This is an optimization exercise on Yosys and OpenROAD, whose aim is small area, not a production implementation. In this exercise RTL edits were held to simulation tests only and were not proved equivalent to the original. Power and IR drop assume default switching activity.

==> flow/design.v (excerpt) <==
module emu16_core (
    input  wire        clk,
    input  wire        rst,
    input  wire [15:0] boot_offset,
    input  wire [15:0] boot_start,
    input  wire [16:0] boot_len,
    output wire [15:0] boot_addr,
    input  wire [7:0]  boot_data,
    output reg         mem_req,
    output reg         mem_we,
    output reg  [15:0] mem_addr,
    output reg  [7:0]  mem_wdata,
    input  wire        mem_gnt,
    input  wire        mem_rvalid,
    input  wire [7:0]  mem_rdata,
    output wire        bus_out_valid,
    output wire [1:0]  bus_out_chan,
    output wire [15:0] bus_out_data,
    input  wire        bus_out_ready,
    input  wire [2:0]  bus_in_valid,
    input  wire [15:0] bus_in_data0,
    input  wire [15:0] bus_in_data1,
    input  wire [15:0] bus_in_data2,
    output wire [2:0]  bus_in_ready,
    input  wire        irq,
    output wire        halted,
    output wire        boot_failed,
    output reg         fault_valid,
    output reg         fault_kind,       
    output reg         fault_has_op,
    output reg  [3:0]  fault_op,
    output reg  [15:0] fault_ip,
    output reg  [15:0] fault_base,
    output reg  [15:0] fault_offset,
    input  wire [3:0]  dbg_sel,
    output wire [15:0] dbg_data
);
==> flow/config.mk <==
export PLATFORM = sky130hd
export DESIGN_NAME = emu16_core
export DESIGN_NICKNAME = emu16_core
export VERILOG_FILES = /design/flow/design.v
export SDC_FILE = /design/flow/constraint.sdc
export NUM_CORES = 4
export LEC_CHECK = 0
export CAP_MARGIN = 20
export CORE_MARGIN = 2
export CORE_UTILIZATION = 40
export PLACE_DENSITY = 0.6
export SLEW_MARGIN = 20
==> flow/constraint.sdc <==
create_clock -name core_clock -period 8.0 [get_ports {clk}]
set_input_delay 1.6000 -clock core_clock [delete_from_list [all_inputs] [get_ports {clk}]]
set_output_delay 1.6000 -clock core_clock [all_outputs]
set_load 0.01 [all_outputs]
run.sh (not shown) runs the stock make flow with config.mk's settings and CLKGATE_MAP_FILE= SYNTH_SCRIPT=/design/flow/synth_recipe.tcl, a recipe that flattens the netlist after the stock synthesis.
==> next run, changes <==
- ABC_AREA: not set -> 1
- GPL_TIMING_DRIVEN: not set -> 0
Result: Via count shrinks by a few percent. Power grows by roughly a tenth. Hold slack loses 0.048 ns. Non-clock buffer count shrinks by 82. Setup slack gains 0.21 ns. Count of clock-buffer cells in the layout grows by 5. Utilization shrinks by 1.0 points.


== north ==
emu16_core, a different RTL version from the one above (not shown whole).
For scale: roughly 1800 cells after synthesis, ~260 I/O pins.
## emu16_core
module emu16_core (
    input  wire        clk,
    input  wire        rst,
    input  wire [15:0] boot_offset,
    input  wire [15:0] boot_start,
    input  wire [16:0] boot_len,
    output wire [15:0] boot_addr,
    input  wire [7:0]  boot_data,
    output reg         mem_req,
    output reg         mem_we,
    output reg  [15:0] mem_addr,
    output reg  [7:0]  mem_wdata,
    input  wire        mem_gnt,
    input  wire        mem_rvalid,
    input  wire [7:0]  mem_rdata,
    output wire        bus_out_valid,
    output wire [1:0]  bus_out_chan,
    output wire [15:0] bus_out_data,
    input  wire        bus_out_ready,
    input  wire [2:0]  bus_in_valid,
    input  wire [15:0] bus_in_data0,
    input  wire [15:0] bus_in_data1,
    input  wire [15:0] bus_in_data2,
    output wire [2:0]  bus_in_ready,
    input  wire        irq,
    output wire        halted,
    output wire        boot_failed,
    output reg         fault_valid,
    output reg         fault_kind,       
    output reg         fault_has_op,
    output reg  [3:0]  fault_op,
    output reg  [15:0] fault_ip,
    output reg  [15:0] fault_base,
    output reg  [15:0] fault_offset,
    input  wire [3:0]  dbg_sel,
    output wire [15:0] dbg_data
);
    localparam [4:0] S_BADD  = 5'd0,    
                     S_BWR   = 5'd1,    
                     S_BINC  = 5'd2,    
                     S_BINC2 = 5'd3,    
                     S_BST   = 5'd4,    
                     S_BFAIL = 5'd5,    
                     S_F0    = 5'd6,    
                     S_F0W   = 5'd7,
                     S_F1    = 5'd8,    
                     S_F1W   = 5'd9,
                     S_E1    = 5'd10,   
                     S_E2    = 5'd11,   
                     S_SH    = 5'd12,   
                     S_JD    = 5'd13,   
                     S_L1    = 5'd14,   
                     S_L1W   = 5'd15,
                     S_L2    = 5'd16,   
                     S_L2W   = 5'd17,
                     S_LB    = 5'd18,   
                     S_LBW   = 5'd19,
                     S_S1    = 5'd20,   
                     S_S2    = 5'd21,   
                     S_BO    = 5'd22,   
                     S_BI    = 5'd23,   
                     S_WR    = 5'd24,   
                     S_ADV   = 5'd25,   
                     S_ADV2  = 5'd26,   
  ...
export LEC_CHECK = 0
export ABC_AREA = 1
export CAP_MARGIN = 20
export CORE_MARGIN = 2
export CORE_UTILIZATION = 40
export PLACE_DENSITY = 0.6
export SLEW_MARGIN = 20
create_clock -name core_clock -period 8.0 [get_ports {clk}]
standard.sh (not shown) runs the stock make flow with config.mk's settings and CLKGATE_MAP_FILE= SYNTH_SCRIPT=/design/flow/synth_recipe.tcl, a recipe that flattens the netlist after the stock synthesis.
==> flow/flow/run.sh <==
#!/bin/bash
# The standard layout, with the smallest buffer on every input and output port
# (instead of the delay buffer buffer_ports picks by default).
set -euo pipefail
bash standard.sh "BUFFER_PORTS_ARGS=-buffer_cell sky130_fd_sc_hd__buf_1" finish > standard_flow.log 2>&1
#### Input delta (south over north)
==> flow/flow/run.sh <==
#!/bin/bash
# The standard layout, with the smallest buffer on every input and output port
# (instead of the delay buffer buffer_ports picks by default), and a clock tree
# of small clock buffers without dummy loads.
set -euo pipefail
bash standard.sh \
  "BUFFER_PORTS_ARGS=-buffer_cell sky130_fd_sc_hd__buf_1" \
  "CTS_ARGS=-sink_clustering_enable -repair_clock_nets -dont_use_dummy_load -buf_list {sky130_fd_sc_hd__clkbuf_4 sky130_fd_sc_hd__clkbuf_8} -root_buf sky130_fd_sc_hd__clkbuf_8" \
  finish > standard_flow.log 2>&1
Comparing south with north, the synthesized instance count came out essentially unchanged.
Every stage of the flow completed for south, and the final layout passed the timing, DRC and antenna checks.
STATUS routed wire length: south loses against north
The portion of the clock cycle consumed by the worst path in the final layout was comparable across north and south.
Diff north -> south: data required time of the worst path down 40 ps; critical path depth now sits higher.
Total number of H-tree levels came out higher on south than on north.

==> port drivers added, routing unchanged <==
Ports are ideal in the flow. The routed layouts listed here were re-timed in OpenROAD.
Step 1 (the two cells are an assumption about what drives the block):
set clk [get_ports {clk}]
set_driving_cell -lib_cell sky130_fd_sc_hd__clkbuf_16 $clk
set_driving_cell -lib_cell sky130_fd_sc_hd__buf_2 [delete_from_list [all_inputs] $clk]
Step 2, shift: input delay + t, output delay - t, t = (earliest + latest rising clock arrival at the registers) / 2. This alone moves slack from input paths to output paths.
a / b / c = ideal ports / drivers / drivers and shift; a / b = the first two.
run | shift t [ns] | setup WS [ns] | hold slack, ns | latest minus earliest clock arrival (ns) | worst slew at a driven data input, ns
the first run of note 1 | 0.647 | 0.204 / 0.231 / -0.416 | 0.530 / 0.530 / 0.530 | 0.014 / 0.014 | 0.08
the second run of note 1 | 0.580 | 0.415 / 0.443 / -0.137 | 0.482 / 0.482 / 0.482 | 0.015 / 0.016 | 0.05
north | 0.654 | 0.668 / 0.704 / 0.050 | 0.491 / 0.491 / 0.491 | 0.028 / 0.028 | 0.05
south | 0.657 | 0.664 / 0.681 / 0.039 | 0.482 / 0.482 / 0.482 | 0.085 / 0.085 | 0.05
With both steps, setup timing fails in the first run of note 1 and the second run of note 1, where it was met with ideal ports. The setup slack of south, which loses most, moves by +0.017 ns with the drivers and by -0.625 ns with both steps.
